Source: an optimization exercise on an open RTL-to-GDS flow (aim: small area, a short achievable clock period and few clock cycles per item). Production flows keep margins and buffers that such runs may drop.
RTL that was checked went through simulation tests only; none was proved equivalent to the original.
The RTL of run 4 was laid out without a check of its function.

<file path="flow/config.mk">
export PLATFORM = sky130hd
export DESIGN_NAME = hbs_sha256
export DESIGN_NICKNAME = hbs_sha256
export VERILOG_FILES = /design/flow/design.v
export SDC_FILE = /design/flow/constraint.sdc
export NUM_CORES = 4
export LEC_CHECK = 0
export CAP_MARGIN = 20
export CORE_MARGIN = 2
export CORE_UTILIZATION = 40
export SETUP_SLACK_MARGIN = 5
export SLEW_MARGIN = 20
</file>
<file path="flow/constraint.sdc">
create_clock -name core_clock -period 10.0 [get_ports {clk}]
set_input_delay 2.0000 -clock core_clock [delete_from_list [all_inputs] [get_ports {clk}]]
set_output_delay 2.0000 -clock core_clock [all_outputs]
set_load 0.01 [all_outputs]
</file>
<file path="flow/design.v">
module hbs_sha256 (
    input  wire         clk,
    input  wire         rst_n,
    input  wire         in_valid,
    output wire         in_ready,
    input  wire [31:0]  in_data,
    input  wire         in_last,
    input  wire [1:0]   in_nbytes,
    output wire         out_valid,
    input  wire         out_ready,
    output wire [255:0] out_digest
);
    localparam [255:0] IV = {32'h6a09e667, 32'hbb67ae85, 32'h3c6ef372, 32'ha54ff53a,
                             32'h510e527f, 32'h9b05688c, 32'h1f83d9ab, 32'h5be0cd19};
    reg        buf_full;
    reg [31:0] buf_data;     
    reg        buf_last;
    reg [1:0]  buf_nb;
    reg        pad_mode;     
    reg        msg_start;    
    reg [3:0]  widx;         
    reg [31:0] nbytes;       
    reg        pad80;        
    reg        lenhere;      
    wire       avail = pad_mode | buf_full;
    reg [31:0] in_word;
    always @(*) begin
        in_word = in_data;
        if (in_last) begin
            case (in_nbytes)
                2'd1: in_word = {in_data[31:24], 8'h80, 16'h0000};
                2'd2: in_word = {in_data[31:16], 8'h80, 8'h00};
                2'd3: in_word = {in_data[31:8], 8'h80};
                default: in_word = in_data;
            endcase
        end
    end
    wire [2:0] buf_bytes = (!buf_last || buf_nb == 2'd0) ? 3'd4 : {1'b0, buf_nb};
    reg        idle, run, bnd;
    reg [5:0]  k;            
    reg        kin;          
    reg        kone;         
    reg        srcph;        
    reg [31:0] ktr;          
    reg        sel_buf, sel_80, sel_hi, sel_lo, sel_wn;
    reg        bfirst;       
    reg        blast;        
    reg        post;         
    reg        pfirst;       
    reg        plast;        
    reg        ovalid;
    reg [31:0] a0, a1, a2;   
    reg [31:0] e0, e1, e2;   
    reg [31:0] t1;           
    reg [31:0] hkw;          
    reg [31:0] dlt;          
    reg [31:0] wn;
    reg [31:0] W [0:15];
    wire need_src = run && kin;                                   
    wire hwait    = run && (k == 6'd62) && ovalid;                
    wire stall    = (need_src && !avail) || hwait;
    wire step     = run && !stall;
    wire bnd_go   = bnd && (avail || blast);
    wire take     = avail && (need_src || bnd || idle);
    wire take_buf = take && !pad_mode;
    wire first    = msg_start;       
    wire s1       = step && kone;
    wire go_run   = take && !run;    
    wire       k0     = (k == 6'd0);
    wire [5:0] k_next = go_run ? 6'd1 : ((step && !k0) ? k + 6'd1 : k);
    wire       run_next = go_run || (run && !(step && k0));
    reg         rdy;
    assign in_ready   = rdy;
    assign out_valid  = ovalid;
    assign out_digest = {qa3, qa2, qa1, qa0, qe3, qe2, qe1, qe0};
    reg [31:0] kn;
    always @(*) begin
        case (k)
            6'd0: kn = 32'h71374491; 6'd1: kn = 32'hb5c0fbcf;
            6'd2: kn = 32'he9b5dba5; 6'd3: kn = 32'h3956c25b;
            6'd4: kn = 32'h59f111f1; 6'd5: kn = 32'h923f82a4;
            6'd6: kn = 32'hab1c5ed5; 6'd7: kn = 32'hd807aa98;
            6'd8: kn = 32'h12835b01; 6'd9: kn = 32'h243185be;
            6'd10: kn = 32'h550c7dc3; 6'd11: kn = 32'h72be5d74;
            6'd12: kn = 32'h80deb1fe; 6'd13: kn = 32'h9bdc06a7;
            6'd14: kn = 32'hc19bf174; 6'd15: kn = 32'he49b69c1;
            6'd16: kn = 32'hefbe4786; 6'd17: kn = 32'h0fc19dc6;
            6'd18: kn = 32'h240ca1cc; 6'd19: kn = 32'h2de92c6f;
            6'd20: kn = 32'h4a7484aa; 6'd21: kn = 32'h5cb0a9dc;
            6'd22: kn = 32'h76f988da; 6'd23: kn = 32'h983e5152;
            6'd24: kn = 32'ha831c66d; 6'd25: kn = 32'hb00327c8;
            6'd26: kn = 32'hbf597fc7; 6'd27: kn = 32'hc6e00bf3;
            6'd28: kn = 32'hd5a79147; 6'd29: kn = 32'h06ca6351;
            6'd30: kn = 32'h14292967; 6'd31: kn = 32'h27b70a85;
            6'd32: kn = 32'h2e1b2138; 6'd33: kn = 32'h4d2c6dfc;
            6'd34: kn = 32'h53380d13; 6'd35: kn = 32'h650a7354;
            6'd36: kn = 32'h766a0abb; 6'd37: kn = 32'h81c2c92e;
            6'd38: kn = 32'h92722c85; 6'd39: kn = 32'ha2bfe8a1;
            6'd40: kn = 32'ha81a664b; 6'd41: kn = 32'hc24b8b70;
            6'd42: kn = 32'hc76c51a3; 6'd43: kn = 32'hd192e819;
            6'd44: kn = 32'hd6990624; 6'd45: kn = 32'hf40e3585;
            6'd46: kn = 32'h106aa070; 6'd47: kn = 32'h19a4c116;
            6'd48: kn = 32'h1e376c08; 6'd49: kn = 32'h2748774c;
            6'd50: kn = 32'h34b0bcb5; 6'd51: kn = 32'h391c0cb3;
            6'd52: kn = 32'h4ed8aa4a; 6'd53: kn = 32'h5b9cca4f;
            6'd54: kn = 32'h682e6ff3; 6'd55: kn = 32'h748f82ee;
            6'd56: kn = 32'h78a5636f; 6'd57: kn = 32'h84c87814;
            6'd58: kn = 32'h8cc70208; 6'd59: kn = 32'h90befffa;
            6'd60: kn = 32'ha4506ceb; 6'd61: kn = 32'hbef9a3f7;
            6'd62: kn = 32'hc67178f2; default: kn = 32'h428a2f98;
        endcase
    end
    wire [31:0] big_s0 = {a0[1:0], a0[31:2]} ^ {a0[12:0], a0[31:13]} ^ {a0[21:0], a0[31:22]};
    wire [31:0] big_s1 = {e0[5:0], e0[31:6]} ^ {e0[10:0], e0[31:11]} ^ {e0[24:0], e0[31:25]};
    wire [31:0] ch     = (e0 & e1) ^ (~e0 & e2);
    wire [31:0] maj    = (a0 & a1) ^ (a0 & a2) ^ (a1 & a2);
    wire [31:0] e_new  = dlt + big_s1 + ch;
    wire [31:0] t1_new = hkw + big_s1 + ch;
    wire [31:0] a_new  = t1 + big_s0 + maj;
    reg [31:0] qa0, qa1, qa2, qa3, qe0, qe1, qe2, qe3;
    reg [31:0] iva, ive;
    always @(*) begin
        case (bnd ? 2'b01 : k[1:0])
            2'b10:   ive = IV[31:0];     
            2'b11:   ive = IV[63:32];    
            2'b00:   ive = IV[95:64];    
            default: ive = IV[127:96];   
        endcase
        case (post ? 2'b10 : (bnd ? 2'b01 : k[1:0]))
            2'b11:   iva = IV[159:128];  
            2'b00:   iva = IV[191:160];  
            2'b01:   iva = IV[223:192];  
            default: iva = IV[255:224];  
        endcase
    end
    wire        afirst = post ? pfirst : bfirst;
    wire [31:0] sum_a  = (afirst ? iva : qa0) + a0;
    wire [31:0] sum_e  = (bfirst ? ive : qe0) + e0;
    wire        hadd_e = bnd_go || (step && (k == 6'd62 || k == 6'd63 || k == 6'd0));
    wire        hadd_a = post || bnd_go || (step && (k == 6'd63 || k == 6'd0));
    wire [31:0] sm_s0 = {W[2][6:0], W[2][31:7]} ^ {W[2][17:0], W[2][31:18]} ^ (W[2] >> 3);
    wire [31:0] sm_s1 = {W[15][16:0], W[15][31:17]} ^ {W[15][18:0], W[15][31:19]} ^ (W[15] >> 10);
    wire [31:0] w_next = sm_s1 + W[10] + sm_s0 + W[1];
    wire [31:0] w_cur   = ({32{sel_buf}} & buf_data) | ({32{sel_wn}} & wn) |
                          {sel_80, 31'd0} | ({32{sel_hi}} & {29'd0, nbytes[31:29]}) |
                          ({32{sel_lo}} & {nbytes[28:0], 3'b000});
    wire [31:0] c_init  = bfirst ? IV[191:160] : (post ? qa2 : a2);    
    wire [31:0] hsel = run ? e2 : (first ? IV[31:0]   : qe1);
    wire [31:0] dsel = run ? (kone ? c_init : a1)
                           : (first ? IV[159:128] : qa2);
    wire [31:0] hk_x = hsel ^ ktr ^ w_cur;
    wire [31:0] hk_y = {(hsel[30:0] & ktr[30:0]) | (hsel[30:0] & w_cur[30:0]) |
                        (ktr[30:0] & w_cur[30:0]), 1'b0};
    wire [31:0] dl_x = hk_x ^ hk_y ^ dsel;
    wire [31:0] dl_y = {(hk_x[30:0] & hk_y[30:0]) | (hk_x[30:0] & dsel[30:0]) |
                        (hk_y[30:0] & dsel[30:0]), 1'b0};
    wire [31:0] hkw_next = hk_x + hk_y;
    wire [31:0] dlt_next = dl_x + dl_y;
    wire adv = step || go_run;    
    integer i;
    reg [3:0]  widx_n;
    reg        blast_n, pad_mode_n, msg_start_n, pad80_n, lenhere_n;
    reg [31:0] nbytes_n;
    wire       srcph_n = !run_next || (k_next[5:4] == 2'b00);
    wire       kin_n   = (k_next != 6'd0) && (k_next[5:4] == 2'b00);
    wire       bnd_n   = run && step && k0 || bnd && !bnd_go;
    wire       idle_n  = idle && !take || bnd_go && !take;
    wire       buf_full_n = in_ready ? in_valid : buf_full;
    always @(*) begin
        widx_n      = widx;
        blast_n     = blast;
        pad_mode_n  = pad_mode;
        msg_start_n = msg_start;
        nbytes_n    = nbytes;
        pad80_n     = pad80;
        lenhere_n   = lenhere;
        if (take) begin
            widx_n = widx + 4'd1;
            if (widx == 4'd15)
                blast_n = pad_mode && lenhere;
            if (!pad_mode) begin
                msg_start_n = 1'b0;
                nbytes_n    = nbytes + {29'd0, buf_bytes};
                if (buf_last) begin
                    pad_mode_n = 1'b1;
                    pad80_n    = (buf_bytes != 3'd4);
                end
            end else begin
                if (!pad80)
                    pad80_n = 1'b1;
                else if (widx == 4'd14)
                    lenhere_n = 1'b1;
                if (widx == 4'd15 && lenhere) begin
                    pad_mode_n  = 1'b0;
                    msg_start_n = 1'b1;
                    nbytes_n    = 32'd0;
                    pad80_n     = 1'b0;
                    lenhere_n   = 1'b0;
                end
            end
        end
    end
    always @(posedge clk) begin
        if (!rst_n) begin
            buf_full  <= 1'b0;
            rdy       <= 1'b1;
            pad_mode  <= 1'b0;
            msg_start <= 1'b1;
            widx      <= 4'd0;
            nbytes    <= 32'd0;
            pad80     <= 1'b0;
            lenhere   <= 1'b0;
            idle      <= 1'b1;
            run       <= 1'b0;
            bnd       <= 1'b0;
            k         <= 6'd0;
            kin       <= 1'b0;
            kone      <= 1'b0;
            srcph     <= 1'b1;
            sel_buf   <= 1'b1;
            sel_80    <= 1'b0;
            sel_hi    <= 1'b0;
            sel_lo    <= 1'b0;
            sel_wn    <= 1'b0;
            ktr       <= 32'h428a2f98;     
            bfirst    <= 1'b0;
            blast     <= 1'b0;
            post      <= 1'b0;
            pfirst    <= 1'b0;
            plast     <= 1'b0;
            ovalid    <= 1'b0;
        end else begin
            buf_full <= buf_full_n;
            rdy      <= !buf_full_n || (!pad_mode_n && (run_next && kin_n || bnd_n || idle_n));
            widx      <= widx_n;
            blast     <= blast_n;
            pad_mode  <= pad_mode_n;
            msg_start <= msg_start_n;
            nbytes    <= nbytes_n;
            pad80     <= pad80_n;
            lenhere   <= lenhere_n;
            sel_buf   <= srcph_n && !pad_mode_n;
            sel_80    <= srcph_n && pad_mode_n && !pad80_n;
            sel_hi    <= srcph_n && pad_mode_n && pad80_n && widx_n == 4'd14;
            sel_lo    <= srcph_n && pad_mode_n && pad80_n && widx_n == 4'd15 && lenhere_n;
            sel_wn    <= !srcph_n;
            if (go_run)
                ktr <= 32'h71374491;     
            else if (step)
                ktr <= k0 ? 32'h428a2f98 : kn;
            post <= bnd_go;
            if (bnd_go) begin
                pfirst <= bfirst;
                plast  <= blast;
            end
            if (post)
                ovalid <= plast;
            else if (ovalid && out_ready)
                ovalid <= 1'b0;
            k     <= k_next;
            kin   <= kin_n;
            kone  <= (k_next == 6'd1);
            srcph <= srcph_n;
            run   <= run_next;
            bnd   <= bnd_n;
            idle  <= idle_n;
            if (go_run)
                bfirst <= first;
        end
    end
    always @(posedge clk) begin
        if (in_ready) begin
            buf_data <= in_word;
            buf_last <= in_last;
            buf_nb   <= in_nbytes;
        end
        if (hadd_a) begin
            qa0 <= qa1; qa1 <= qa2; qa2 <= qa3; qa3 <= sum_a;
        end
        if (hadd_e) begin
            qe0 <= qe1; qe1 <= qe2; qe2 <= qe3; qe3 <= sum_e;
        end
        if (adv) begin
            for (i = 0; i < 15; i = i + 1)
                W[i] <= W[i + 1];
            W[15] <= w_cur;
            wn    <= w_next;
            hkw   <= hkw_next;
            dlt   <= dlt_next;
        end
        if (step) begin
            e0 <= e_new; e1 <= e0; e2 <= e1;
            t1 <= t1_new;
        end else if (take) begin
            if (first) begin
                e0 <= IV[127:96]; e1 <= IV[95:64]; e2 <= IV[63:32];
            end else begin
                e0 <= sum_e; e1 <= qe3; e2 <= qe2;
            end
        end
        if (s1 && bfirst) begin
            a0 <= IV[255:224]; a1 <= IV[223:192]; a2 <= IV[191:160];
        end else if (post) begin
            a0 <= sum_a; a1 <= qa3; a2 <= qa2;
        end else if ((step && k != 6'd1) || bnd_go) begin
            a0 <= a_new; a1 <= a0; a2 <= a1;
        end
    end
endmodule
</file>
<file path="flow/run.sh">
#!/bin/bash
# synth_recipe.tcl (not shown) runs the flow's synth.tcl, then flattens the netlist and writes it again
# the make line also repeats each setting of config.mk as NAME=value (left out here)
make -C /OpenROAD-flow-scripts/flow DESIGN_CONFIG=/design/flow/config.mk WORK_HOME=/design/flow/orfs CLKGATE_MAP_FILE= SYNTH_SCRIPT=/design/flow/synth_recipe.tcl finish
</file>
==> results of run 1 <==
## worst paths after layout
check,cells after the start,to,from
setup / recovery,18,dlt[30],sel_buf
hold / removal,0,W[6][3],W[7][3]
setup reg to reg,18,dlt[30],sel_buf
hold reg to reg,0,W[6][3],W[7][3]
## cells by family after synthesis
| family | synth area share [%] |
|---|---|
| xor gates and xnor gates | 6.80 |
| buffers and inverters | 5.03 |
| and+or+nand+nor | 9.25 |
| AOI/OAI and AO/OA | 13.1 |
| muxes | 1.64 |
| DFF | 51.9 |
| adders and majority gates | 12.3 |
## layout by cell type (no fill, tap or decap), types with 16 or more instances in the layout
| master | Yosys | final |
|---|---|---|
| a211oi_1 | 74 | 69 |
| a21o_1 | 137 | 136 |
| a21oi_1 | 374 | 362 |
| a221oi_1 | 18 | 18 |
| a222oi_1 | 32 | 32 |
| a22oi_1 | 24 | 17 |
| a311oi_1 | 21 | 21 |
| a31oi_1 | 49 | 45 |
| and2_1 | 43 | 43 |
| and3_1 | 26 | 26 |
| buf_4 | 6 | 122 |
| clkbuf_1 | 230 | 34 |
| clkbuf_16 | 0 | 148 |
| clkdlybuf4s50_1 | 0 | 295 |
| clkinv_1 | 3 | 16 |
| clkinv_2 | 0 | 25 |
| dfxtp_1 | 224 | 214 |
| edfxtp_1 | 995 | 995 |
| fa_1 | 224 | 222 |
| ha_1 | 284 | 280 |
| inv_1 | 579 | 575 |
| mux2i_1 | 98 | 91 |
| nand2_1 | 536 | 526 |
| nand2b_1 | 47 | 45 |
| nand3_1 | 115 | 114 |
| nand3b_1 | 40 | 40 |
| nand4_1 | 30 | 30 |
| nor2_1 | 351 | 344 |
| nor2b_1 | 41 | 41 |
| nor3_1 | 68 | 66 |
| o211ai_1 | 30 | 30 |
| o21a_1 | 36 | 36 |
| o21ai_0 | 376 | 371 |
| o21bai_1 | 20 | 20 |
| o22ai_1 | 38 | 33 |
| o311ai_0 | 16 | 16 |
| xnor2_1 | 344 | 323 |
| xnor2_2 | 2 | 22 |
| xor2_1 | 163 | 160 |
## cells in the mapped netlist (98+ instances only)
master | count | area share [%]
nand2_1 | 536 | 3.0
inv_1 | 579 | 3.3
fa_1 | 224 | 6.8
clkbuf_1 | 230 | 1.3
ha_1 | 284 | 5.4
edfxtp_1 | 995 | 45
xnor2_1 | 344 | 4.6
a21o_1 | 137 | 1.6
o21ai_0 | 376 | 2.8
a21oi_1 | 374 | 2.8
nor2_1 | 351 | 2.0
dfxtp_1 | 224 | 6.8
mux2i_1 | 98 | 1.5
xor2_1 | 163 | 2.2
nand3_1 | 115 | 0.87
## repair_timing
| action | 4_1_cts | 5_1_grt |
|---|---|---|
| gates cloned | 1 | 2 |
| resized for setup | 60 | 83 |
| pin swaps | 9 | 19 |
| endpoints found under the setup margin | 117 | 52 |
| buffers inserted | 20 | 22 |
## through the flow
stage	hold WS (ps)	util, %	instance area, µm²	std cells
6_report	392	47.0	77400	8548
5_1_grt	411	47.0	77400	8548
4_1_cts	393	46.6	76800	8524
3_5_place_dp	405	43.5	71600	8242
3_3_place_gp	400	43.5	71600	8239
2_1_floorplan	400	-	66200	5943
## worst max-delay path, cell delays in order (launching register included)
cell and delay [ps]:
dfxtp_1 300, buf_6 180, a222oi_1 340, buf_4 250, fa_1 480, fa_1 530, inv_1 70, ha_1 320
a211oi_2 250, o21ai_0 210, nand3_1 160, nand2_1 140, a31oi_4 300, o211ai_1 170, a31oi_1 270, nor2b_1 100
o21a_1 200, o41ai_2 250, xnor2_1 100
## per-layer routing
metal  GRT usage, %  part of all wire (%)  vias up
met5              0                0.0051        -
met4           8.15                   3.2        2
met3           4.47                   8.0      311
met2           36.0                    42     2059
met1           38.3                    47    23400
li1               -                     -    21600
## cell type report
class / count / area (µm²) / area share [%]
clock buffers: 184 / 3840 / 4.96
clock inverters: 77 / 852 / 1.10
inverters: 584 / 2200 / 2.84
multi-input cells: 3855 / 29200 / 37.7
flip-flops and latches: 1219 / 34400 / 44.4
well taps: 2189 / 2740 / 3.54
repair buffers: 440 / 4240 / 5.47
==> flow_summary.json, run 1 <==
{
  "crit_path_start_kind": "register",
  "vias_per_cell": 5.54,
  "postRouteAntennaNets": 0,
  "largest_reg_flops": 480,
  "io_pins": 297,
  "antenna_found_initial": 6,
  "grt_max_degree": 185,
  "rows": 149,
  "place.gp.congestion": 0.962,
  "synth_ff_type": "edfxtp_1",
  "clk_pin_slew_ps": 70,
  "rsz0062_at_grt": "yes",
  "die_h_um": 411,
  "vias": 47300,
  "grt_use_total_pct": 25.2,
  "drt-pass1-iter-count": 6,
  "wl_per_cell_um": 25.3,
  "synthArstFlopShare_pct": 0,
  "max_slew_margin_pct": 26.5,
  "syn_avg_cell_area_um2": 11.1,
  "syn_inst": 5943,
  "first_global_vias": 45000,
  "grt_first_pass_wirelength_um": 311000,
  "fin_skew_ps": 42.6,
  "critical_path_class": "register to register",
  "fill_cells": 15000,
  "cts.sinks": 1219,
  "max_cap_violations": 0,
  "clk-insertion-delay-late_ps": 810,
  "status": "no timing/DRC/antenna violations",
  "port_buffers": 296,
  "die_area_um2": 169000,
  "route.detailed.drc": 0,
  "setup_tns_ps": 0,
  "synth-edff-count": 995,
  "post-dp-hpwl_um": 159000,
  "slew_violations": 0,
  "die_w_um": 411,
  "hold_buffers": 0,
  "fin_ws_ps": 5090,
  "worstMarginPinSlew_ps": 1090,
  "h-tree-depth": 4,
  "hold_path.class": "register to register",
  "regMostFlops": "W",
  "cp.required_ps": 10550,
  "setup_viol": 0,
  "fin_crit_sh_pct": 49.1,
  "synthesis.area_um2": 66200,
  "diodes": 0,
  "cts_root_buf": "clkbuf_16",
  "min_period_ps": 4910,
  "cts_tree": "built",
  "synth-seq-area-share_pct": 51.9,
  "numCtsBuffers": 143,
  "postRouteWirelength_um": 217000,
  "fmaxAchievable_mhz": 204,
  "ys_types": 103,
  "cts_buffer_depth": 3,
  "drt_iter0_drc": 5524,
  "floorplan.initialDensity_pct": 40.2,
  "worstSetupEndpointType": "register",
  "overflow": 0,
  "ys_seq_elements": 1219,
  "yosys_warnings": 2,
  "r2r_slack_ps": 5090,
  "areaGrowthSynthToFinish_pct": 17.0,
  "dp_slack_ps": 3110,
  "drive_gt1_share_pct": 8.48,
  "core_area_um2": 165000,
  "finalHoldViolCount": 0,
  "cp.arrival_ps": 5460,
  "fin_nets": 6790,
  "path_max_fanout": 32,
  "synth.net_count": 6490
}
Testbench counts, summed over its fixed seeds: cycles 65,487, bytes 56,871.
==> run 2, diff against run 1 <==
==> flow/flow/run.sh (new file) <==
#!/bin/bash
export BUFFER_PORTS_ARGS="-buffer_cell sky130_fd_sc_hd__buf_2"
bash standard.sh > standard.log 2>&1
==> flow/standard.sh (new file) <==
#!/bin/bash
# synth_recipe.tcl (not shown) runs the flow's synth.tcl, then flattens the netlist and writes it again
# the make line also repeats each setting of config.mk as NAME=value (left out here)
make -C /OpenROAD-flow-scripts/flow DESIGN_CONFIG=/design/flow/config.mk WORK_HOME=/design/flow/orfs CLKGATE_MAP_FILE= SYNTH_SCRIPT=/design/flow/synth_recipe.tcl "${@:-finish}"
removed: flow/run.sh
==> run 2 against run 1 <==
First-iteration DRC count down 6.9%. Critical endpoint is now a0[28]. Count of clock-buffer cells in the layout down 8. Largest cell class unchanged. Cell area down 1.9%. Utilization down 0.89 points. Global-route usage down 0.16 points. Non-clock buffer count down 11. Clock skew up 5.7 ps.
==> flow_summary.json, run 2 <==
{
  "status": "no timing/DRC/antenna violations",
  "die_h_um": 411,
  "cp_slowest_stage_delay_ps": 690,
  "min_period_ps": 4850,
  "finalHoldViolCount": 0,
  "die_w_um": 411,
  "mostFrequentLayoutCell": "edfxtp_1",
  "clk_pin_slew_ps": 60,
  "core_area_um2": 165000,
  "setup_viol": 0,
  "cp_common_cell": "a211oi_1",
  "synthArstFlopShare_pct": 0,
  "cts.sinks": 1219,
  "numCtsBuffers": 140,
  "floorplan.initialDensity_pct": 40.2,
  "crit_path_start_kind": "register",
  "route.detailed.drc": 0,
  "overflow": 0,
  "vias_per_cell": 5.56,
  "hold_path.class": "register to register",
  "cp.arrival_ps": 5500,
  "crit_slowest_cell": "dfxtp_1",
  "yosys_warnings": 2,
  "hold_buffers": 0,
  "postRouteWirelength_um": 216000,
  "synth.most_common_cell": "edfxtp_1",
  "grt_max_degree": 203,
  "slew_violations": 0,
  "dpl_cell_area_um2": 70100,
  "worstMarginPinSlew_ps": 1200,
  "ys_top_cells_by_count": "edfxtp_1, inv_1, nand2_1",
  "fin_nets": 6777,
  "synth_top_cell_by_area": "edfxtp_1",
  "place.gp.congestion": 0.961,
  "setup_tns_ps": 0,
  "drt-pass1-iter-count": 8,
  "wl_per_cell_um": 25.3,
  "grt_first_pass_wirelength_um": 309000,
  "fmaxAchievable_mhz": 206,
  "drive_gt1_share_pct": 12.8,
  "cts_root_buf": "clkbuf_16",
  "synth.net_count": 6490,
  "rows": 149,
  "regMostFlops": "W",
  "synth.top_cell.area_share_pct": 45.2,
  "synth_ff_type": "edfxtp_1",
  "final_cell_mix": "edfxtp_1, inv_1, nand2_1",
  "post-dp-hpwl_um": 158000,
  "postRouteAntennaNets": 0,
  "worstSetupEndpointType": "register",
  "synthesis.area_um2": 66200,
  "synth-edff-count": 995,
  "design_area_um2": 75900,
  "die_area_um2": 169000,
  "cp_cell_sequence": "xor2_1 > xnor2_1 > fa_1 > inv_1 > ha_1 > a211oi_1 > nor2_1 > o31ai_1 > a21oi_1 > a21oi_2 > o211ai_1 > a31oi_1 > o21ai_0 > o41ai_1 > a211oi_1",
  "ys_seq_elements": 1219,
  "cp.required_ps": 10660,
  "areaGrowthSynthToFinish_pct": 14.8,
  "synth-seq-area-share_pct": 51.9,
  "first_global_vias": 44600,
  "syn_avg_cell_area_um2": 11.1,
  "path_max_fanout": 7,
  "port_buffers": 296,
  "h-tree-depth": 4,
  "antenna_found_initial": 8,
  "fill_cells": 15200,
  "cts_tree": "built",
  "drt_iter0_drc": 5141,
  "r2r_slack_ps": 5150,
  "ys_types": 103,
  "cts_buffer_depth": 3,
  "clk-insertion-delay-late_ps": 800,
  "synthTopCellsByArea": "edfxtp_1, dfxtp_1, fa_1",
  "max_slew_margin_pct": 20.0,
  "vias": 47500,
  "fin_crit_sh_pct": 48.5,
  "max_cap_violations": 0,
  "critical_path_class": "register to register",
  "fin_skew_ps": 48.2,
  "io_pins": 297,
  "largest_reg_flops": 480,
  "rsz0062_at_grt": "yes",
  "grt_use_total_pct": 25.0,
  "syn_inst": 5943
}
## run 2: cell counts after synthesis
No cell type changed its count.
## run 2: cell families (layout without fill, tap and decap cells)
group	after synthesis	count (layout)	synth area share (%)
flops	1219	1219	51.9
xor+xnor	510	510	6.80
fa+ha+maj	517	517	12.3
other cells	0	1	0
compound gates	1369	1369	13.1
buf+inv	869	1267	5.03
mux	106	106	1.64
simple gates	1353	1354	9.25
## run 2: timing repair
action | 4_1_cts | 5_1_grt
gates cloned | 3 | 2
setup endpoints to repair | 89 | 56
pin swaps | 3 | 16
hold endpoints to repair | 0 | 0
setup buffers | 14 | 29
resized for setup | 62 | 71
## run 2: worst paths after layout
kind | depth (start not counted) | endpoint | from
worst min-delay path | 0 | W[11][23] | W[12][23]
worst max register to register | 15 | a0[28] | a0[24]
worst min register to register | 0 | W[11][23] | W[12][23]
worst max-delay path | 15 | a0[28] | a0[24]
## run 2: worst max-delay path: cells and delay by family (launching register included)
kind	cells	cell delay, ps
adder cells (fa/ha/maj)	2	840
AO/OA/AOI/OAI	9	2510
XOR/XNOR	2	510
flip-flops	1	690
AND/OR/NAND/NOR	1	100
buffers and inverters	1	60
## run 2: final cells by class
cell class                 instances  area (µm²)  area share (%)
clock buffer                     176        3850            5.07
clock inverter                    78         946            1.25
sequential                      1219       34400            45.3
tap                             2189        2740            3.61
multi-input combinational       3856       29100            38.3
inverter                         584        2210            2.91
antenna                            1        2.50         0.00330
timing repair buffer             429        2710            3.56
## run 2: through the flow
step	cells	util [%]	hold slack, ps	setup slack, ps
2_1_floorplan	5943	-	400	5170
3_3_place_gp	8227	42.6	400	3190
3_5_place_dp	8229	42.6	405	3110
4_1_cts	8500	45.8	385	5000
5_1_grt	8531	46.1	393	4870
6_report	8532	46.1	392	5150
## run 2: layer usage
| metal | track usage [%] | vias to the layer above | routed length (µm) |
|---|---|---|---|
| li1 | - | 21500 | - |
| met1 | 38.2 | 23500 | 102000 |
| met2 | 35.2 | 2092 | 89200 |
| met3 | 4.02 | 336 | 16500 |
| met4 | 9.41 | 4 | 8220 |
| met5 | 0 | - | 27 |
==> run 3, diff against run 2 <==
==> flow/flow/run.sh (replaced) <==
#!/bin/bash
export BUFFER_PORTS_ARGS="-buffer_cell sky130_fd_sc_hd__buf_2"
export SETUP_SLACK_MARGIN=5.9
bash standard.sh > standard.log 2>&1
--- a/flow/config.mk
+++ b/flow/config.mk
@@ -8,5 +8,4 @@
 export CAP_MARGIN = 20
 export CORE_MARGIN = 2
 export CORE_UTILIZATION = 40
-export SETUP_SLACK_MARGIN = 5
 export SLEW_MARGIN = 20
==> run 3 against run 2 <==
Die area stayed put. Via count up 3.6%. Cell count grew 3.7%. Synthesized cell count unchanged. Still clean. Maximum frequency increased by 4.0%. Count of clock-buffer cells in the layout down 12. Worst hold slack better by 1.5 ps. Global-route usage grew 0.71 points. Highest routed layer unchanged. Clock skew fell by 12 ps.
==> flow_summary.json, run 3 <==
{
  "hold_depth": 0,
  "core_area_um2": 165000,
  "hold_path.class": "register to register",
  "fill_cells": 14500,
  "cts_root_buf": "clkbuf_16",
  "rows": 149,
  "largest_reg_flops": 480,
  "max_cap_violations": 0,
  "hp-start": "W[4][30]",
  "cp.required_ps": 10540,
  "status": "no timing/DRC/antenna violations",
  "synth-simple-area-share_pct": 9.25,
  "setup_tns_ps": 0,
  "max_slew_margin_pct": 36.5,
  "ys_top_cells_by_count": "edfxtp_1, inv_1, nand2_1",
  "r2r_slack_ps": 5340,
  "die_area_um2": 169000,
  "finalHoldViolCount": 0,
  "fin_crit_sh_pct": 46.6,
  "crit_path_start_kind": "register",
  "worstSetupEndpointType": "register",
  "critical_path_class": "register to register",
  "overflow": 0,
  "cts.sinks": 1219,
  "synth-seq-area-share_pct": 51.9,
  "fin_ws_ps": 5340,
  "synth_fa_ha_area_share_pct": 12.3,
  "worstReg2RegEnd": "wn[23]",
  "timing.rr.start": "W[15][20]",
  "fmaxAchievable_mhz": 215,
  "dp_cells": 8231,
  "antenna_found_initial": 7,
  "ys_types": 103,
  "first_global_vias": 45700,
  "crit_slowest_cell": "fa_1",
  "cts_buffer_depth": 3,
  "cp_cell_sequence": "buf_6 > xnor2_2 > xnor2_2 > fa_1 > fa_1 > ha_4 > nor2b_1 > o21ai_1 > nand2b_1 > a21o_1 > a21oi_4 > o31ai_4 > a211o_1 > a41o_4 > buf_6 > o21a_1 > nor2_2 > xnor2_2",
  "postRouteAntennaNets": 0,
  "syn_inst": 5943,
  "synth_top_cell_by_area": "edfxtp_1",
  "cp-startpoint": "W[15][20]",
  "grt_max_degree": 191,
  "die_h_um": 411,
  "setup_viol": 0,
  "synth_top_family_by_area": "compound AO/OA/AOI/OAI gates",
  "rsz0062_at_grt": "yes",
  "yosys-mux-area-fraction_pct": 1.64,
  "cp_common_cell": "xnor2_2",
  "synthTopCellsByArea": "edfxtp_1, dfxtp_1, fa_1",
  "synth_ff_type": "edfxtp_1",
  "mostFrequentLayoutCell": "edfxtp_1",
  "grt_first_pass_wirelength_um": 317000,
  "route.detailed.drc": 0,
  "vias_per_cell": 5.56,
  "drt_iter0_drc": 5566,
  "slew_violations": 0,
  "post-route-util_pct": 49.5,
  "synth.most_common_cell": "edfxtp_1",
  "place.gp.congestion": 0.964,
  "synthesis.area_um2": 66200,
  "areaGrowthSynthToFinish_pct": 23.2,
  "ys_seq_elements": 1219,
  "die_w_um": 411,
  "synth-xor-area-share_pct": 6.80,
  "synth.net_count": 6490,
  "clk-insertion-delay-late_ps": 820,
  "fin_nets": 7084,
  "fin_cells": 8844,
  "port_buffers": 296,
  "worstMarginPinSlew_ps": 953,
  "grt_use_total_pct": 25.7,
  "clk_pin_slew_ps": 60,
  "wl_per_cell_um": 25.4,
  "hold_end": "W[3][30]",
  "drive_gt1_share_pct": 22.9,
  "cp_slowest_stage_delay_ps": 560,
  "h-tree-depth": 4,
  "vias": 49200,
  "synthArstFlopShare_pct": 0,
  "synth-edff-count": 995,
  "numCtsBuffers": 139,
  "dp_slack_ps": 3840,
  "syn_avg_cell_area_um2": 11.1,
  "hold_buffers": 0,
  "yosys_warnings": 2,
  "postRouteWirelength_um": 225000,
  "rr_worst_depth": 18,
  "post-dp-hpwl_um": 158000,
  "synth_compound_area_share_pct": 13.1,
  "drt-pass1-iter-count": 9,
  "floorplan.initialDensity_pct": 40.2,
  "path_max_fanout": 4,
  "fin_skew_ps": 35.7,
  "regMostFlops": "W",
  "synth.top_cell.area_share_pct": 45.2,
  "final_cell_mix": "edfxtp_1, inv_1, nand2_1",
  "min_period_ps": 4660,
  "cp.arrival_ps": 5200,
  "cts_tree": "built",
  "io_pins": 297
}
run 3: changes by cell type in the layout (fill, tap and decap cells not counted), sizes merged:
| cell | change |
|---|---|
| inv | +3 |
| bufbuf | +4 |
| nand2 | +1 |
| buf | +296 |
| nand2b | -1 |
| mux2 | +1 |
| clkbuf | -9 |
| clkinv | +15 |
| clkdlybuf4s18 | +1 |
| bufinv | +1 |
run 3: worst max-delay path: cells and delay by family (launching register included):
kind | cells | cell delay (ps)
flip-flops | 1 | 500
adder cells (fa/ha/maj) | 3 | 1260
buffers and inverters | 2 | 290
XOR/XNOR | 3 | 460
AND/OR/NAND/NOR | 3 | 400
AO/OA/AOI/OAI | 7 | 1450
run 3: cell families (layout without fill, tap and decap cells):
kind of cell / count (synthesis) / in the layout
XOR/XNOR: 510 / 510
adder cells (fa/ha/maj): 517 / 517
multiplexers: 106 / 107
AO/OA/AOI/OAI: 1369 / 1369
AND/OR/NAND/NOR: 1353 / 1354
buffers and inverters: 869 / 1578
other: 0 / 1
flip-flops: 1219 / 1219
run 3: through the flow:
stage / instance area (µm²) / hold WS, ps
after floorplan: 66600 / 400
after global placement: 70300 / 400
after detailed placement: 70300 / 405
after CTS: 79000 / 401
after global routing: 81500 / 409
final: 81500 / 393
run 3: area by class of cell:
class,instances,area (µm²),share of cell area [%]
inverter,584,2280,2.80
timing repair buffer,733,5640,6.92
clock inverter,94,1070,1.31
multi-input combinational,3857,31600,38.8
antenna,1,2.50,0.00307
tap,2189,2740,3.36
timing repair inverter,3,26.3,0.0322
clock buffer,164,3670,4.51
sequential,1219,34500,42.3
run 3: timing repair:
| action | CTS | global route |
|---|---|---|
| cloned | 14 | 4 |
| buffers inserted | 216 | 120 |
| pin swaps | 219 | 208 |
| endpoints found under the setup margin | 402 | 310 |
| gates resized for setup | 430 | 319 |
run 3: worst max-delay path by stage:
stage                   end  cells past startpoint
floorplan            kn[29]                     11
global placement     kn[22]                     12
detailed placement   kn[22]                     12
CTS                 dlt[31]                     19
global route         wn[23]                     19
finish               wn[23]                     18
run 3: layer usage:
| layer | share of wire [%] | track usage, % | vias up |
|---|---|---|---|
| met5 | 0.010 | 0 | - |
| met4 | 4.2 | 9.55 | 4 |
| met3 | 8.2 | 4.67 | 395 |
| met2 | 42 | 36.8 | 2277 |
| met1 | 46 | 38.6 | 24300 |
| li1 | - | - | 22200 |
==> run 4, diff against run 3 <==
--- a/flow/design.v
+++ b/flow/design.v
@@ -53,7 +53,6 @@
     reg [31:0] e0, e1, e2;   
     reg [31:0] t1;           
     reg [31:0] hkw;          
-    reg [31:0] dlt;          
     reg [31:0] wn;
     reg [31:0] W [0:15];
     wire need_src = run && kin;                                   
@@ -114,8 +113,19 @@
     wire [31:0] big_s1 = {e0[5:0], e0[31:6]} ^ {e0[10:0], e0[31:11]} ^ {e0[24:0], e0[31:25]};
     wire [31:0] ch     = (e0 & e1) ^ (~e0 & e2);
     wire [31:0] maj    = (a0 & a1) ^ (a0 & a2) ^ (a1 & a2);
-    wire [31:0] e_new  = dlt + big_s1 + ch;
-    wire [31:0] t1_new = hkw + big_s1 + ch;
+    wire [31:0] d0_init = bfirst ? IV[159:128] : (post ? qa1 : qa0);      
+    wire [31:0] dsel    = kone ? d0_init : a2;
+    wire [31:0] r_x   = hkw ^ big_s1 ^ ch;
+    wire [31:0] r_y   = {(hkw[30:0] & big_s1[30:0]) | (hkw[30:0] & ch[30:0]) |
+                         (big_s1[30:0] & ch[30:0]), 1'b0};
+    wire [31:0] q_x   = hkw ^ dsel ^ ch;
+    wire [31:0] q_y   = {(hkw[30:0] & dsel[30:0]) | (hkw[30:0] & ch[30:0]) |
+                         (dsel[30:0] & ch[30:0]), 1'b0};
+    wire [31:0] re_x  = q_x ^ q_y ^ big_s1;
+    wire [31:0] re_y  = {(q_x[30:0] & q_y[30:0]) | (q_x[30:0] & big_s1[30:0]) |
+                         (q_y[30:0] & big_s1[30:0]), 1'b0};
+    wire [31:0] t1_new = r_x + r_y;
+    wire [31:0] e_new  = re_x + re_y;
     wire [31:0] a_new  = t1 + big_s0 + maj;
     reg [31:0] qa0, qa1, qa2, qa3, qe0, qe1, qe2, qe3;
     reg [31:0] iva, ive;
@@ -144,18 +154,11 @@
     wire [31:0] w_cur   = ({32{sel_buf}} & buf_data) | ({32{sel_wn}} & wn) |
                           {sel_80, 31'd0} | ({32{sel_hi}} & {29'd0, nbytes[31:29]}) |
                           ({32{sel_lo}} & {nbytes[28:0], 3'b000});
-    wire [31:0] c_init  = bfirst ? IV[191:160] : (post ? qa2 : a2);    
-    wire [31:0] hsel = run ? e2 : (first ? IV[31:0]   : qe1);
-    wire [31:0] dsel = run ? (kone ? c_init : a1)
-                           : (first ? IV[159:128] : qa2);
+    wire [31:0] hsel = run ? e2 : (first ? IV[31:0] : qe1);
     wire [31:0] hk_x = hsel ^ ktr ^ w_cur;
     wire [31:0] hk_y = {(hsel[30:0] & ktr[30:0]) | (hsel[30:0] & w_cur[30:0]) |
                         (ktr[30:0] & w_cur[30:0]), 1'b0};
-    wire [31:0] dl_x = hk_x ^ hk_y ^ dsel;
-    wire [31:0] dl_y = {(hk_x[30:0] & hk_y[30:0]) | (hk_x[30:0] & dsel[30:0]) |
-                        (hk_y[30:0] & dsel[30:0]), 1'b0};
     wire [31:0] hkw_next = hk_x + hk_y;
-    wire [31:0] dlt_next = dl_x + dl_y;
     wire adv = step || go_run;    
     integer i;
     reg [3:0]  widx_n;
@@ -286,7 +289,6 @@
             W[15] <= w_cur;
             wn    <= w_next;
             hkw   <= hkw_next;
-            dlt   <= dlt_next;
         end
         if (step) begin
             e0 <= e_new; e1 <= e0; e2 <= e1;
==> flow/flow/run.sh (replaced) <==
#!/bin/bash
export BUFFER_PORTS_ARGS="-buffer_cell sky130_fd_sc_hd__buf_2"
bash standard.sh > standard.log 2>&1
--- a/flow/config.mk
+++ b/flow/config.mk
@@ -8,4 +8,5 @@
 export CAP_MARGIN = 20
 export CORE_MARGIN = 2
 export CORE_UTILIZATION = 40
+export SETUP_SLACK_MARGIN = 5
 export SLEW_MARGIN = 20
==> run 4 against run 3 <==
Die area decreased by 3.6%. Register-to-register slack worse by 410 ps. Still clean. Count of clock-buffer cells in the layout increased by 18. Critical path type unchanged.
==> flow_summary.json, run 4 <==
{
  "synth_top_cell_by_area": "edfxtp_1",
  "vias_per_cell": 5.64,
  "cts_tree": "built",
  "vias": 45400,
  "first_global_vias": 43500,
  "drt_iter0_drc": 4818,
  "diodes": 0,
  "setup_viol": 0,
  "clk_pin_slew_ps": 60,
  "cp_cell_sequence": "buf_8 > mux2_4 > o22ai_4 > fa_1 > inv_1 > fa_1 > ha_2 > inv_1 > fa_2 > nor2b_1 > o31a_1 > o211a_1 > o211ai_1 > buf_4 > a31oi_2 > o21a_1 > or3b_1 > a21oi_2 > xor2_1 > o21ai_1",
  "grt_max_degree": 163,
  "setup_tns_ps": 0,
  "max_slew_margin_pct": 20.6,
  "clk-insertion-delay-late_ps": 810,
  "hold_end": "W[12][1]",
  "finalHoldViolCount": 0,
  "ys_seq_elements": 1187,
  "fin_nets": 6385,
  "postRouteWirelength_um": 211000,
  "worstSetupEndpointType": "register",
  "die_h_um": 403,
  "crit_slowest_cell": "fa_1",
  "synthTopCellsByArea": "edfxtp_1, dfxtp_1, fa_1",
  "core_area_um2": 158000,
  "overflow": 0,
  "fmaxAchievable_mhz": 197,
  "final_cell_mix": "edfxtp_1, nand2_1, inv_1",
  "synth.most_common_cell": "edfxtp_1",
  "synthArstFlopShare_pct": 0,
  "floorplan.initialDensity_pct": 40.2,
  "h-tree-depth": 4,
  "die_area_um2": 163000,
  "dp_cells": 7738,
  "grt_use_total_pct": 25.5,
  "hold_depth": 0,
  "cts.sinks": 1187,
  "drt-pass1-iter-count": 8,
  "place.gp.congestion": 0.950,
  "hp-start": "W[13][1]",
  "cp.required_ps": 10490,
  "fin_crit_sh_pct": 50.8,
  "synth_ff_type": "edfxtp_1",
  "drive_gt1_share_pct": 13.9,
  "die_w_um": 403,
  "yosys_warnings": 2,
  "r2r_slack_ps": 4920,
  "fin_cells": 8053,
  "cp.arrival_ps": 5570,
  "synth.net_count": 6086,
  "cts_root_buf": "clkbuf_16",
  "slew_violations": 0,
  "path_max_fanout": 5,
  "post-route-util_pct": 46.4,
  "areaGrowthSynthToFinish_pct": 15.2,
  "ys_top_cells_by_count": "edfxtp_1, nand2_1, inv_1",
  "critical_path_class": "register to register",
  "numCtsBuffers": 135,
  "io_pins": 297,
  "path_delay_family": "compound AO/OA/AOI/OAI gates",
  "synth-seq-area-share_pct": 52.4,
  "worstMarginPinSlew_ps": 1190,
  "rows": 146,
  "route.detailed.drc": 0,
  "syn_avg_cell_area_um2": 11.4,
  "postRouteAntennaNets": 0,
  "cp_slowest_stage_delay_ps": 480,
  "rsz0062_at_grt": "yes",
  "antenna_found_initial": 8,
  "port_buffers": 296,
  "hold_path.class": "register to register",
  "timing.rr.start": "post",
  "wl_per_cell_um": 26.2,
  "status": "no timing/DRC/antenna violations",
  "crit_path_start_kind": "register",
  "ys_types": 106,
  "cts_buffer_depth": 3,
  "syn_inst": 5570,
  "grt_first_pass_wirelength_um": 303000,
  "synthesis.area_um2": 63700,
  "rr_worst_depth": 20,
  "post-dp-hpwl_um": 155000,
  "regMostFlops": "W",
  "max_cap_violations": 0,
  "worstReg2RegEnd": "e0[27]",
  "synth.top_cell.area_share_pct": 45.4,
  "largest_reg_flops": 480,
  "path_buf_inv": 4,
  "mostFrequentLayoutCell": "edfxtp_1",
  "fin_skew_ps": 45.3,
  "min_period_ps": 5080,
  "synth-edff-count": 963
}
-- run 4: metrics by stage --
step / cell area (µm²) / hold WS [ps] / worst slack, ps
CTS: 72900 / 396 / 4880
finish: 73500 / 395 / 4920
global route: 73500 / 400 / 4800
global placement: 67400 / 400 / 3120
detailed placement: 67400 / 405 / 3080
floorplan: 63800 / 400 / 5050
-- run 4: worst max-delay path by stage --
stage | from | to | slack (ps) | depth (start not counted)
after CTS | post | e0[27] | 4880 | 20
after global placement | rst_n | kn[25] | 3120 | 12
after detailed placement | rst_n | kn[25] | 3080 | 12
after global routing | post | e0[27] | 4800 | 20
after floorplan | post | e0[27] | 5050 | 19
final | post | e0[27] | 4920 | 20
-- run 4: repair_timing --
| item | 4_1_cts | 5_1_grt |
|---|---|---|
| setup buffers | 34 | 26 |
| setup endpoints to repair | 116 | 55 |
| pin swaps | 30 | 32 |
| cloned | 3 | 2 |
| resized for setup | 128 | 55 |
| hold buffers | 0 | 0 |
-- run 4: kinds of logic after synthesis --
group                      share of synthesized area (%)
AOI/OAI and AO/OA                                   12.9
and+or+nand+nor                                     9.10
xor gates and xnor gates                            6.42
DFF                                                 52.4
buffers and inverters                               4.54
muxes                                               2.38
adders and majority gates                           12.2
-- run 4: metal layers --
layer  share of wire [%]  wire (µm)  up-vias  track usage, %
met5              0.0052         11        -               0
met4                 3.4       7220        2            8.68
met3                 8.0      16900      333            5.04
met2                  44      93000     1928            38.4
met1                  44      93600    22700            36.6
li1                    -          -    20400               -
-- run 4: area by class of cell --
type | instances | area, µm²
flip-flops and latches | 1187 | 33400
clock buffers | 182 | 3710
inverters | 486 | 1840
multi-input cells | 3630 | 28200
well taps | 2072 | 2590
repair buffers | 429 | 2850
clock inverters | 67 | 832
fillers | 14500 | 84900
==> run 5, diff against run 4 <==
--- a/flow/design.v
+++ b/flow/design.v
@@ -118,12 +118,9 @@
     wire [31:0] r_x   = hkw ^ big_s1 ^ ch;
     wire [31:0] r_y   = {(hkw[30:0] & big_s1[30:0]) | (hkw[30:0] & ch[30:0]) |
                          (big_s1[30:0] & ch[30:0]), 1'b0};
-    wire [31:0] q_x   = hkw ^ dsel ^ ch;
-    wire [31:0] q_y   = {(hkw[30:0] & dsel[30:0]) | (hkw[30:0] & ch[30:0]) |
-                         (dsel[30:0] & ch[30:0]), 1'b0};
-    wire [31:0] re_x  = q_x ^ q_y ^ big_s1;
-    wire [31:0] re_y  = {(q_x[30:0] & q_y[30:0]) | (q_x[30:0] & big_s1[30:0]) |
-                         (q_y[30:0] & big_s1[30:0]), 1'b0};
+    wire [31:0] re_x  = r_x ^ r_y ^ dsel;
+    wire [31:0] re_y  = {(r_x[30:0] & r_y[30:0]) | (r_x[30:0] & dsel[30:0]) |
+                         (r_y[30:0] & dsel[30:0]), 1'b0};
     wire [31:0] t1_new = r_x + r_y;
     wire [31:0] e_new  = re_x + re_y;
     wire [31:0] a_new  = t1 + big_s0 + maj;
==> run 5 against run 4 <==
Register-to-register slack improved by 60 ps. Highest routed layer unchanged. Critical path type unchanged. Synthesized area decreased by 2.8%. Critical endpoint is now e0[31].
==> flow_summary.json, run 5 <==
{
  "status": "no timing/DRC/antenna violations",
  "synthTopCellsByArea": "edfxtp_1, dfxtp_1, fa_1",
  "worstReg2RegEnd": "e0[31]",
  "hold_path.class": "register to register",
  "syn_avg_cell_area_um2": 11.6,
  "synthArstFlopShare_pct": 0,
  "synth-edff-count": 963,
  "fin_nets": 6132,
  "first_global_vias": 42200,
  "cts_buffer_depth": 3,
  "areaGrowthSynthToFinish_pct": 15.0,
  "synth_ff_type": "edfxtp_1",
  "numCtsBuffers": 135,
  "rsz0062_at_grt": "yes",
  "hp-start": "W[11][29]",
  "design_area_um2": 71300,
  "vias_per_cell": 5.68,
  "hold_end": "W[10][29]",
  "die_h_um": 398,
  "place.gp.congestion": 0.969,
  "slew_violations": 0,
  "rr_worst_depth": 16,
  "overflow": 0,
  "die_area_um2": 158000,
  "clk_pin_slew_ps": 60,
  "postRouteAntennaNets": 0,
  "drive_gt1_share_pct": 14.1,
  "fmaxAchievable_mhz": 199,
  "cts_tree": "built",
  "finalHoldViolCount": 0,
  "syn_inst": 5341,
  "floorplan.initialDensity_pct": 40.3,
  "core_area_um2": 154000,
  "max_cap_violations": 0,
  "cp.required_ps": 10500,
  "dp_cells": 7480,
  "fin_crit_sh_pct": 50.2,
  "critical_path_class": "register to register",
  "hold_depth": 0,
  "fin_skew_ps": 47.0,
  "synth.top_cell.area_share_pct": 46.7,
  "vias": 44300,
  "ys_top_cells_by_count": "edfxtp_1, nand2_1, o21ai_0",
  "clk-insertion-delay-late_ps": 790,
  "cts.sinks": 1187,
  "h-tree-depth": 4,
  "dpl_cell_area_um2": 65600,
  "setup_tns_ps": 0,
  "grt_max_degree": 201,
  "drt_iter0_drc": 5498,
  "die_w_um": 398,
  "crit_slowest_cell": "fa_1",
  "port_buffers": 296,
  "min_period_ps": 5020,
  "synthesis.area_um2": 62000,
  "cp_common_cell": "xnor2_1",
  "final_cell_mix": "edfxtp_1, nand2_1, o21ai_0",
  "cp_slowest_stage_delay_ps": 610,
  "r2r_slack_ps": 4980,
  "fin_cells": 7804,
  "crit_path_start_kind": "register",
  "worstSetupEndpointType": "register",
  "yosys_warnings": 2,
  "drt-pass1-iter-count": 10,
  "synth.net_count": 5826,
  "synth.most_common_cell": "edfxtp_1",
  "hold_buffers": 0,
  "wl_per_cell_um": 26.5,
  "mostFrequentLayoutCell": "edfxtp_1",
  "io_pins": 297,
  "post-dp-hpwl_um": 151000,
  "cts_root_buf": "clkbuf_16",
  "worstMarginPinSlew_ps": 1100,
  "cp_cell_sequence": "buf_4 > xnor2_1 > xnor2_1 > fa_1 > fa_1 > ha_1 > and3_1 > a221oi_1 > o21ai_2 > a2111o_1 > o221ai_2 > o21bai_2 > a41o_1 > a31oi_1 > xnor2_1 > o2bb2ai_1",
  "cp.arrival_ps": 5520,
  "rows": 144,
  "grt_use_total_pct": 25.5,
  "post-route-util_pct": 46.3,
  "postRouteWirelength_um": 206000,
  "grt_first_pass_wirelength_um": 295000,
  "fill_cells": 14200,
  "synth_top_cell_by_area": "edfxtp_1",
  "path_max_fanout": 5,
  "route.detailed.drc": 0,
  "antenna_found_initial": 7,
  "max_slew_margin_pct": 26.6,
  "regMostFlops": "W",
  "largest_reg_flops": 480,
  "synth-seq-area-share_pct": 53.9,
  "setup_viol": 0,
  "ys_types": 90,
  "fin_worst_hold_slack_ps": 401,
  "timing.rr.start": "e0[28]",
  "ys_seq_elements": 1187
}
-- run 5: cell count changes after synthesis, moves of 10 or more --
| cell | change |
|---|---|
| buf_2 | -17 |
| clkbuf_1 | +13 |
| fa_1 | -31 |
| inv_1 | -126 |
| mux2i_1 | -10 |
| nor2_1 | -14 |
| o211ai_1 | -15 |
| o21ai_0 | +41 |
| o21ai_1 | -14 |
| o22ai_1 | -18 |
| or3_1 | -11 |
| xnor2_1 | +26 |
-- run 5: metal layers --
metal	track usage, %	vias up	part of all wire, %
met5	0	-	0.0063
met4	8.91	2	3.6
met3	4.92	345	8.7
met2	38.9	2043	45
met1	36.4	22200	43
li1	-	19800	-
-- run 5: worst max-delay path by stage --
| stage | start | end | depth (start not counted) |
|---|---|---|---|
| floorplan | post | e0[31] | 17 |
| global placement | rst_n | kn[28] | 12 |
| detailed placement | rst_n | kn[12] | 12 |
| CTS | e0[26] | e0[31] | 16 |
| global route | e0[27] | e0[31] | 16 |
| finish | e0[28] | e0[31] | 16 |
-- run 5: cell families (layout without fill, tap and decap cells) --
group                      after synthesis  in the layout  share of synthesized area, %
xor gates and xnor gates               481            481                          6.80
and+or+nand+nor                       1215           1215                          8.88
AOI/OAI and AO/OA                     1234           1234                          12.7
adders and majority gates              455            455                          11.5
muxes                                  145            145                          2.41
other                                    0              3                             0
DFF                                   1187           1187                          53.9
buffers and inverters                  624           1040                          3.84
-- run 5: cell type report --
class                           count  area [µm²]  share of cell area (%)
Timing Repair Buffer              438        2660                    3.74
Sequential cell                  1187       33400                    46.9
Clock buffer                      162        3560                    5.00
Clock inverter                     85         941                    1.32
Tap cell                         2044        2560                    3.59
Timing Repair inverter              1        5.00                 0.00702
Antenna cell                        3        7.51                  0.0105
Inverter                          354        1350                    1.90
Multi-Input combinational cell   3530       26700                    37.5
-- run 5: metrics by stage --
stage | setup slack [ps]
after CTS | 4880
after global placement | 4050
after floorplan | 5160
after global routing | 4860
after detailed placement | 4020
final | 4980
-- run 5: repair_timing --
action / 4_1_cts / 5_1_grt
gates resized for setup: 39 / 75
hold endpoints to repair: 0 / 0
pin swaps: 5 / 35
setup endpoints to repair: 46 / 56
setup buffers: 31 / 41
cloned: 1 / 0
-- run 5: worst max-delay path: cells and delay by family (launching register included) --
kind | cells | cell delay, ps
buf+inv | 1 | 230
fa+ha+maj | 3 | 1430
compound gates | 8 | 1880
xor+xnor | 3 | 440
flops | 1 | 520
simple gates | 1 | 230
Testbench counts of run 5, summed over its fixed seeds: cycles 65,487, bytes 56,871.
==> run 6, diff against run 5 <==
==> flow/flow/run.sh (replaced) <==
#!/bin/bash
export BUFFER_PORTS_ARGS="-buffer_cell sky130_fd_sc_hd__buf_2"
export CTS_ARGS="-sink_clustering_enable -repair_clock_nets -dont_use_dummy_load"
bash standard.sh > standard.log 2>&1
==> run 6 against run 5 <==
Still clean. Critical path depth grew 1. Maximum frequency rose by 1.6%. Non-clock buffer count rose by 2. Sequential cell count stayed put. Clock skew increased by 45 ps. Sequential share of layout area grew 0.75 points. Cell count down 1.4%. Global-route usage about the same. Synthesized area unchanged. Critical endpoint is now hkw[31].
==> flow_summary.json, run 6 <==
{
  "status": "no timing/DRC/antenna violations",
  "cp.required_ps": 10490,
  "die_area_um2": 158000,
  "die_h_um": 398,
  "grt_use_total_pct": 25.5,
  "max_cap_violations": 0,
  "crit_path_start_kind": "register",
  "drive_gt1_share_pct": 13.4,
  "core_area_um2": 154000,
  "hold_path.class": "register to register",
  "post-dp-hpwl_um": 151000,
  "synth_top_cell_by_area": "edfxtp_1",
  "clk-insertion-delay-late_ps": 780,
  "synth-seq-area-share_pct": 53.9,
  "post-route-util_pct": 45.6,
  "numCtsBuffers": 135,
  "final_cell_mix": "edfxtp_1, nand2_1, inv_1, o21ai_0, xnor2_1",
  "cts_root_buf": "clkbuf_16",
  "synthTopCellsByArea": "edfxtp_1, dfxtp_1, fa_1",
  "vias_per_cell": 5.75,
  "syn_avg_cell_area_um2": 11.6,
  "die_w_um": 398,
  "route.detailed.drc": 0,
  "hold_buffers": 0,
  "ys_seq_elements": 1187,
  "areaGrowthSynthToFinish_pct": 13.2,
  "grt_max_degree": 201,
  "design_area_um2": 70100,
  "synthesis.area_um2": 62000,
  "rsz0062_at_grt": "yes",
  "fmaxAchievable_mhz": 203,
  "synth_ff_type": "edfxtp_1",
  "fin_ws_ps": 5060,
  "wl_per_cell_um": 26.8,
  "syn_inst": 5341,
  "worstSetupEndpointType": "register",
  "synth.most_common_cell": "edfxtp_1",
  "port_buffers": 296,
  "critical_path_class": "register to register",
  "yosys_warnings": 2,
  "cts_buffer_depth": 3,
  "postRouteAntennaNets": 0,
  "cts.sinks": 1187,
  "mostFrequentLayoutCell": "edfxtp_1",
  "slew_violations": 0,
  "setup_viol": 0,
  "drt_iter0_drc": 5508,
  "rows": 144,
  "grt_first_pass_wirelength_um": 294000,
  "dp_cells": 7480,
  "ys_top_cells_by_count": "edfxtp_1, nand2_1, o21ai_0",
  "h-tree-depth": 4,
  "cts_tree": "built",
  "synth.net_count": 5826,
  "setup_tns_ps": 0,
  "path_max_fanout": 16,
  "fin_cells": 7691,
  "r2r_slack_ps": 5060,
  "largest_reg_flops": 480,
  "place.gp.congestion": 0.969,
  "min_period_ps": 4940,
  "synthArstFlopShare_pct": 0,
  "fin_nets": 6134,
  "synth-edff-count": 963,
  "max_slew_margin_pct": 25.5,
  "worstMarginPinSlew_ps": 1120,
  "fin_crit_sh_pct": 49.4,
  "fin_skew_ps": 91.6,
  "overflow": 0,
  "cp.arrival_ps": 5420,
  "dpl_cell_area_um2": 65600,
  "io_pins": 297,
  "first_global_vias": 42000,
  "clk_pin_slew_ps": 60,
  "synth.top_cell.area_share_pct": 46.7,
  "vias": 44200,
  "diodes": 0,
  "postRouteWirelength_um": 206000,
  "floorplan.initialDensity_pct": 40.3,
  "regMostFlops": "W",
  "ys_types": 90,
  "fill_cells": 14200,
  "dp_slack_ps": 4020,
  "finalHoldViolCount": 0,
  "drt-pass1-iter-count": 6,
  "antenna_found_initial": 9
}
[run 6: changes by cell type in the layout (fill, tap and decap cells not counted), sizes merged]
cell / delta
clkinv: -58
clkbuf: -27
inv: -11
bufinv: -10
clkinvlp: -6
diode: -3
buf: +2
[run 6: cell type report]
type / count / area (µm²) / share of cell area (%)
tap: 2044 / 2560 / 3.65
timing repair inverter: 1 / 5.00 / 0.00714
timing repair buffer: 440 / 2670 / 3.81
clock buffer: 135 / 3380 / 4.82
inverter: 354 / 1350 / 1.93
sequential: 1187 / 33400 / 47.7
multi-input combinational: 3530 / 26700 / 38.1
[run 6: path summary, 6_finish.rpt]
check | start | endpoint | cells after the start
max | run | hkw[31] | 17
min | W[13][6] | W[12][6] | 0
max reg2reg | run | hkw[31] | 17
min reg2reg | W[13][6] | W[12][6] | 0
[run 6: cell families (layout without fill, tap and decap cells)]
group,count (synthesis),count (layout),synth area share [%]
multiplexers,145,145,2.41
buffers and inverters,624,930,3.84
AND/OR/NAND/NOR,1215,1215,8.88
AO/OA/AOI/OAI,1234,1234,12.7
adder cells (fa/ha/maj),455,455,11.5
XOR/XNOR,481,481,6.80
flip-flops,1187,1187,53.9
[run 6: what timing repair did]
action / 4_1_cts / 5_1_grt
buffers inserted: 27 / 47
pin swaps: 5 / 38
setup endpoints to repair: 53 / 60
gates resized for setup: 36 / 80
gates cloned: 1 / 0
[run 6: worst max-delay path, stage by stage (launching register included)]
cell       delay (ps)
dfxtp_2           390
nor2_1            120
buf_4             350
a22oi_1           180
fa_1              510
inv_1              40
ha_1              240
fa_1              490
a211oi_1          250
o21bai_1          130
a21oi_2           270
o21ai_0           280
a311oi_2          340
o21ai_1           240
a2111oi_1         400
o21bai_1          130
a21oi_1           180
xnor2_1            90
[run 6: metal layers]
| layer | vias to the layer above | share of wire, % | GRT usage (%) |
|---|---|---|---|
| li1 | 19700 | - | - |
| met1 | 22100 | 43 | 36.2 |
| met2 | 2094 | 45 | 38.8 |
| met3 | 339 | 8.8 | 5.17 |
| met4 | 4 | 3.7 | 8.73 |
| met5 | - | 0.013 | 0 |
[run 6: metrics by stage]
step | hold WS (ps)
after floorplan | 400
after global placement | 400
after detailed placement | 405
after CTS | 395
after global routing | 406
final | 394
==> run 7, diff against run 6 <==
==> flow/flow/run.sh (replaced) <==
#!/bin/bash
export BUFFER_PORTS_ARGS="-buffer_cell sky130_fd_sc_hd__buf_1"
export CTS_ARGS="-sink_clustering_enable -repair_clock_nets -dont_use_dummy_load"
bash standard.sh > standard.log 2>&1
==> run 7 against run 6 <==
Global-route usage down 0.25 points. Critical endpoint is now e0[19]. Still clean on timing, DRC and antenna. Sequential cell count unchanged. Maximum frequency down 0.20%. Sequential share of layout area up 0.35 points.
==> flow_summary.json, run 7 <==
{
  "clk-insertion-delay-late_ps": 770,
  "fin_nets": 6120,
  "fin_crit_sh_pct": 49.5,
  "vias": 43700,
  "regMostFlops": "W",
  "clk_pin_slew_ps": 60,
  "first_global_vias": 41500,
  "cp_cell_sequence": "xnor2_1 > xnor2_2 > fa_1 > fa_1 > ha_1 > o21a_1 > o31a_1 > o311ai_2 > nand2_1 > a21o_1 > a21o_1 > a221o_1 > a21oi_1 > xor2_1 > a21oi_1",
  "drt-pass1-iter-count": 9,
  "synth_top_cell_by_area": "edfxtp_1",
  "postRouteAntennaNets": 0,
  "cts_buffer_depth": 3,
  "cts.sinks": 1187,
  "post-dp-hpwl_um": 150000,
  "port_buffers": 296,
  "synth.net_count": 5826,
  "grt_use_total_pct": 25.3,
  "synth-edff-count": 963,
  "worstMarginPinSlew_ps": 1130,
  "hold_depth": 0,
  "largest_reg_flops": 480,
  "dp_cells": 7483,
  "place.gp.congestion": 0.975,
  "die_h_um": 398,
  "ys_types": 90,
  "wl_per_cell_um": 26.6,
  "areaGrowthSynthToFinish_pct": 12.4,
  "status": "no timing/DRC/antenna violations",
  "crit_slowest_cell": "edfxtp_1",
  "max_cap_violations": 0,
  "r2r_slack_ps": 5050,
  "hold_buffers": 0,
  "finalHoldViolCount": 0,
  "syn_inst": 5341,
  "drive_gt1_share_pct": 7.76,
  "critical_path_class": "register to register",
  "setup_viol": 0,
  "fin_cells": 7677,
  "antenna_found_initial": 10,
  "grt_first_pass_wirelength_um": 290000,
  "floorplan.initialDensity_pct": 40.3,
  "setup_tns_ps": 0,
  "synth-seq-area-share_pct": 53.9,
  "core_area_um2": 154000,
  "synth.most_common_cell": "edfxtp_1",
  "cp_slowest_stage_delay_ps": 740,
  "drt_iter0_drc": 4787,
  "die_area_um2": 158000,
  "overflow": 0,
  "fin_skew_ps": 79.4,
  "crit_path_start_kind": "register",
  "ys_top_cells_by_count": "edfxtp_1, nand2_1, o21ai_0",
  "postRouteWirelength_um": 204000,
  "die_w_um": 398,
  "slew_violations": 0,
  "cts_tree": "built",
  "post-route-util_pct": 45.2,
  "cp.arrival_ps": 5400,
  "final_cell_mix": "edfxtp_1, nand2_1, o21ai_0",
  "cp.required_ps": 10450,
  "max_slew_margin_pct": 24.8,
  "synth_ff_type": "edfxtp_1",
  "rsz0062_at_grt": "yes",
  "rows": 144,
  "ys_seq_elements": 1187,
  "rr_worst_depth": 15,
  "numCtsBuffers": 135
}
[run 7: cell families (layout without fill, tap and decap cells)]
| group | Yosys count | after routing | synth area share (%) |
|---|---|---|---|
| AOI/OAI and AO/OA | 1234 | 1234 | 12.7 |
| xor gates and xnor gates | 481 | 481 | 6.80 |
| adders and majority gates | 455 | 455 | 11.5 |
| buffers and inverters | 624 | 916 | 3.84 |
| DFF | 1187 | 1187 | 53.9 |
| muxes | 145 | 145 | 2.41 |
| and+or+nand+nor | 1215 | 1215 | 8.88 |
[run 7: final cells by class]
class | count | area, µm²
repair inverters | 1 | 5.00
inverters | 354 | 1350
well taps | 2044 | 2560
clock buffers | 135 | 3380
fillers | 14200 | 84200
flip-flops and latches | 1187 | 33400
multi-input cells | 3530 | 26700
repair buffers | 426 | 2220
[run 7: per-stage QoR]
step | setup WS (ps) | cell area (µm²) | hold WS [ps]
2_1_floorplan | 5160 | 62000 | 400
3_3_place_gp | 3660 | 65200 | 400
3_5_place_dp | 3610 | 65300 | 405
4_1_cts | 4940 | 69100 | 369
5_1_grt | 4870 | 69600 | 381
6_report | 5050 | 69600 | 377
[run 7: routing by layer]
metal,vias to the layer above,routed length (µm),track usage [%]
li1,19600,-,-
met1,21700,88100,35.9
met2,1999,91300,38.6
met3,347,17000,4.75
met4,2,7760,8.77
met5,-,13,0
[run 7: repair_timing]
action                                  4_1_cts  5_1_grt
resized for setup                            50       65
pin swaps                                     3       13
gates cloned                                  0        2
endpoints found under the setup margin       69       58
buffers inserted                             28       29
[run 7: worst max-delay path, delay by kind of cell (launching register included)]
kind            cells  cell delay (ps)
flops               1              740
compound gates      8             1680
xor+xnor            3              690
fa+ha+maj           3             1400
simple gates        1              150
[run 7: final timing paths]
kind                 start  endpoint
hold / removal    W[9][25]  W[8][25]
setup reg to reg    e0[29]    e0[19]
hold reg to reg   W[9][25]  W[8][25]
setup / recovery    e0[29]    e0[19]

[static timing again, ports no longer ideal]
In the flow no input, the clock included, has a driving cell. The finished layouts below were timed again as built, in two steps. Step 1 sets driving cells, clkbuf_16 on the clock port and buf_2 on the other inputs (assumed; they add their load-dependent delay and slew). Step 2 times the ports against the registers' clock, not the clock port: input delays grow and output delays shrink by t, the midpoint of the rising clock arrivals with the driver on. a / b / c = ideal / step 1 / step 2; a / b = the first two.
run | t, ns | setup slack, ns | latest minus earliest clock arrival (ns)
run 1 | 0.872 | 5.087 / 5.087 / 4.245 | 0.044 / 0.044
run 2 | 0.862 | 5.154 / 5.154 / 4.330 | 0.048 / 0.048
run 3 | 0.881 | 5.339 / 5.339 / 5.081 | 0.041 / 0.041
run 4 | 0.874 | 4.925 / 4.925 / 4.376 | 0.046 / 0.046
run 5 | 0.847 | 4.983 / 4.983 / 4.312 | 0.052 / 0.052
run 6 | 0.815 | 5.062 / 5.062 / 4.372 | 0.094 / 0.094
run 7 | 0.814 | 5.052 / 5.052 / 4.438 | 0.082 / 0.082
After both steps every run listed still meets setup and hold. For run 1, which loses most, drivers alone change the setup slack by 0.000 ns; drivers and shift together by -0.842 ns.
